Source: an optimization exercise on an open RTL-to-GDS flow (aim: small area). Production flows keep margins and buffers that such runs may drop. Only simulation tests tie the RTL to the original design; equivalence was not proved. Power figures rest on the tool's default switching activity, not on a simulated workload.

==> flow/design.v <==
module ringbuf_vga (
    input  wire          clk,
    input  wire          rst,
    input  wire          rx_valid,
    input  wire [7:0]    rx_data,
    input  wire          rx_last,
    input  wire          line_tick,
    input  wire          frame_tick,
    input  wire          poll_tick,
    input  wire          gl_valid,
    input  wire [15:0]   gl_row,
    output reg           gl_done,
    output reg           gl_ok,
    output reg           tx_valid,
    output wire [7:0]    tx_byte,
    output reg           scan_valid,
    output wire [191:0]  scan_data,
    output wire [2:0]    avail_lines,
    output wire [15:0]   frame_count,
    output wire [15:0]   rx_count,
    output wire [15:0]   proc_count
);
    reg [159:0] line0, line1, line2, line3, line4, line5;   
    reg [159:0] line_buf;      
    reg [2:0]   rc;            
    reg [2:0]   wl;            
    reg [2:0]   al;            
    reg [4:0]   ab;            
    reg         receiving;     
    reg [15:0]  received;
    reg [13:0]  proc_q;        
    reg [15:0]  frame_counter;
    reg [15:0]  scanline;
    reg [15:0]  last_row;
    reg         last_none;
    reg         in_block;
    wire       s_hi0   = (scanline[15:7] == 9'd0);
    wire [6:0] s_lo    = scanline[6:0];
    wire       visible = s_hi0 && (s_lo >= 7'd5) && (s_lo < 7'd95);
    wire [6:0] s_off   = s_lo - 7'd5;
    wire [4:0] tick_row = s_off / 7'd3;    
    wire        fetch_req = (line_tick && visible) || gl_valid;
    wire [15:0] fetch_row = gl_valid ? gl_row : {11'd0, tick_row};
    wire        fetch_new = fetch_req && (last_none || (last_row != fetch_row));
    wire        fetch_ok  = fetch_new && (al != 3'd0);
    wire [2:0]  al_c = fetch_ok ? al - 3'd1 : al;
    wire flow_check = fetch_ok || poll_tick;
    wire req_emit   = flow_check && ((al_c[2:1] == 2'b00) || (al_c == 3'd2 && ab == 5'd0));
    wire rx_cmd  = rx_valid && !in_block && rx_last;
    wire rx_pay  = rx_valid && !rx_cmd;
    wire do_sof  = rx_cmd && (rx_data == 8'h05);
    wire do_data = rx_cmd && (rx_data == 8'h01);
    wire do_end  = rx_cmd && (rx_data == 8'h02);
    wire flush   = do_sof || do_end || (do_data && !receiving);
    wire wr_en   = rx_pay && receiving && (al_c != 3'd6);
    wire ab_wrap = (ab == 5'd19);
    reg [19:0] col_sel;
    integer k;
    always @* begin
        for (k = 0; k < 20; k = k + 1)
            col_sel[k] = (ab == k);
    end
    wire [5:0] line_we;
    assign line_we[0] = wr_en && (wl == 3'd0);
    assign line_we[1] = wr_en && (wl == 3'd1);
    assign line_we[2] = wr_en && (wl == 3'd2);
    assign line_we[3] = wr_en && (wl == 3'd3);
    assign line_we[4] = wr_en && (wl == 3'd4);
    assign line_we[5] = wr_en && (wl == 3'd5);
    wire [959:0] st_q = {line5, line4, line3, line2, line1, line0};
    wire [959:0] st_d;
    genvar c, l, b;
    generate
        for (l = 0; l < 6; l = l + 1) begin : g_line
            for (c = 0; c < 20; c = c + 1) begin : g_col
                wire we = line_we[l] && col_sel[c];
                wire wen = !we;
                for (b = 0; b < 8; b = b + 1) begin : g_bit
                    ringbuf_vga_wbit u_wb (
                        .d   (rx_data[b]),
                        .q   (st_q[160*l + 8*c + b]),
                        .we  (we),
                        .wen (wen),
                        .y   (st_d[160*l + 8*c + b]));
                end
            end
        end
    endgenerate
    always @(posedge clk)
        {line5, line4, line3, line2, line1, line0} <= st_d;
    wire [5:0] rsel;
    assign rsel[0] = !rst && fetch_ok && (rc == 3'd0);
    assign rsel[1] = !rst && fetch_ok && (rc == 3'd1);
    assign rsel[2] = !rst && fetch_ok && (rc == 3'd2);
    assign rsel[3] = !rst && fetch_ok && (rc == 3'd3);
    assign rsel[4] = !rst && fetch_ok && (rc == 3'd4);
    assign rsel[5] = !rst && fetch_ok && (rc == 3'd5);
    wire hold = !rst && !fetch_ok;
    wire [159:0] line_buf_d;
    generate
        for (b = 0; b < 160; b = b + 1) begin : g_lb
            ringbuf_vga_sel7 u_sel (
                .s ({hold, rsel}),
                .d ({line_buf[b], line5[b], line4[b], line3[b], line2[b], line1[b], line0[b]}),
                .y (line_buf_d[b]));
        end
    endgenerate
    always @(posedge clk)
        line_buf <= line_buf_d;
    always @(posedge clk) begin
        if (rst) begin
            rc            <= 3'd0;
            wl            <= 3'd0;
            al            <= 3'd0;
            ab            <= 5'd0;
            receiving     <= 1'b0;
            received      <= 16'd0;
            proc_q        <= 14'd0;
            frame_counter <= 16'd0;
            scanline      <= 16'd0;
            last_row      <= 16'd0;
            last_none     <= 1'b1;
            in_block      <= 1'b0;
        end else begin
            if (rx_valid)
                in_block <= !rx_last;
            if (frame_tick)
                scanline <= 16'd0;
            else if (line_tick)
                scanline <= scanline + 16'd1;
            if (frame_tick)
                last_none <= 1'b1;
            else if (fetch_new) begin
                last_row  <= fetch_row;
                last_none <= 1'b0;
            end
            if (flush) begin
                rc       <= 3'd0;
                wl       <= 3'd0;
                al       <= 3'd0;
                ab       <= 5'd0;
                received <= 16'd0;
                proc_q   <= 14'd0;
            end else begin
                if (fetch_ok) begin
                    rc     <= (rc == 3'd5) ? 3'd0 : rc + 3'd1;
                    proc_q <= proc_q + 14'd5;
                end
                if (wr_en) begin
                    ab       <= ab_wrap ? 5'd0 : ab + 5'd1;
                    received <= received + 16'd1;
                    if (ab_wrap)
                        wl <= (wl == 3'd5) ? 3'd0 : wl + 3'd1;
                end
                al <= al_c + {2'b00, wr_en && ab_wrap};
            end
            if (do_sof || do_data)
                receiving <= 1'b1;
            else if (do_end)
                receiving <= 1'b0;
            if (do_end && receiving)
                frame_counter <= frame_counter + 16'd1;
        end
    end
    always @(posedge clk) begin
        if (rst) begin
            gl_done    <= 1'b0;
            gl_ok      <= 1'b0;
            tx_valid   <= 1'b0;
            scan_valid <= 1'b0;
        end else begin
            gl_done    <= gl_valid;
            gl_ok      <= gl_valid && fetch_ok;
            tx_valid   <= req_emit;
            scan_valid <= line_tick && visible;
        end
    end
    assign tx_byte     = 8'h03;
    assign scan_data   = {16'd0, line_buf, 16'd0};
    assign avail_lines = al;
    assign frame_count = frame_counter;
    assign rx_count    = received;
    assign proc_count  = {proc_q, 2'b00};
endmodule
module ringbuf_vga_sel7 (
    input  wire [6:0] s,
    input  wire [6:0] d,
    output wire       y
);
    assign y = |(s & d);
endmodule
module ringbuf_vga_wbit (
    input  wire d,
    input  wire q,
    input  wire we,
    input  wire wen,
    output wire y
);
    assign y = (d & we) | (q & wen);
endmodule
export LEC_CHECK = 0
export CAP_MARGIN = 20
export CORE_MARGIN = 2
export CORE_UTILIZATION = 55
export SLEW_MARGIN = 20
export SYNTH_HIERARCHICAL = 1
create_clock -name core_clock -period 12.0 [get_ports {clk}]
standard.sh (not shown) runs the stock make flow with config.mk's settings and CLKGATE_MAP_FILE= SYNTH_SCRIPT=/design/flow/synth_recipe.tcl, a recipe that flattens the netlist after the stock synthesis.
==> flow/flow/run.sh <==
#!/bin/bash
set -e
export BUFFER_PORTS_ARGS="-buffer_cell sky130_fd_sc_hd__buf_1"
export CTS_ARGS="-sink_clustering_enable -repair_clock_nets -dont_use_dummy_load -buf_list sky130_fd_sc_hd__clkbuf_4 -sink_clustering_size 10 -sink_clustering_max_diameter 40"
bash standard.sh > standard.log 2>&1
Next try:
==> flow/flow/run.sh (replaced) <==
#!/bin/bash
set -e
export BUFFER_PORTS_ARGS="-buffer_cell sky130_fd_sc_hd__buf_1"
export CTS_ARGS="-sink_clustering_enable -repair_clock_nets -dont_use_dummy_load -buf_list sky130_fd_sc_hd__clkbuf_4 -sink_clustering_size 8 -sink_clustering_max_diameter 40"
bash standard.sh > standard.log 2>&1
- CORE_UTILIZATION: 55 -> 40
Outcome:
- wire length goes up by 4.3%
- clock power is higher by about 9%
- global-route usage came out lower by 7.7 points
- clock skew went down by 0.018 ns
- area after synthesis does not change
- critical path depth stays the same
- flip-flop and latch count does not change
- count of clock-buffer cells in the layout climbs by 29

-- port drivers added, routing unchanged --
Ports are ideal in the flow. The routed layouts listed here were re-timed in OpenROAD. Step 1, drivers: a clkbuf_16 drives clk and a buf_2 each remaining input, both assumed. Step 2 moves the port delays by t, midway between the first and last clock arrival at a register: inputs arrive t later, outputs are due t later. That takes back most of the time a late clock gives input paths. Slacks: no drivers / after step 1 / after step 2; pairs: no drivers / after step 1.
run	shift t [ns]	setup slack, ns	worst data-port slew with drivers (ns)	pins driven straight from the clock port
the first run	1.079	4.743 / 4.743 / 4.167	0.08	1
the second run	1.152	4.367 / 4.367 / 4.367	0.04	1
After both steps every run listed still meets setup and hold. For the first run, which loses most, drivers alone change the setup slack by 0.000 ns; drivers and shift together by -0.576 ns.
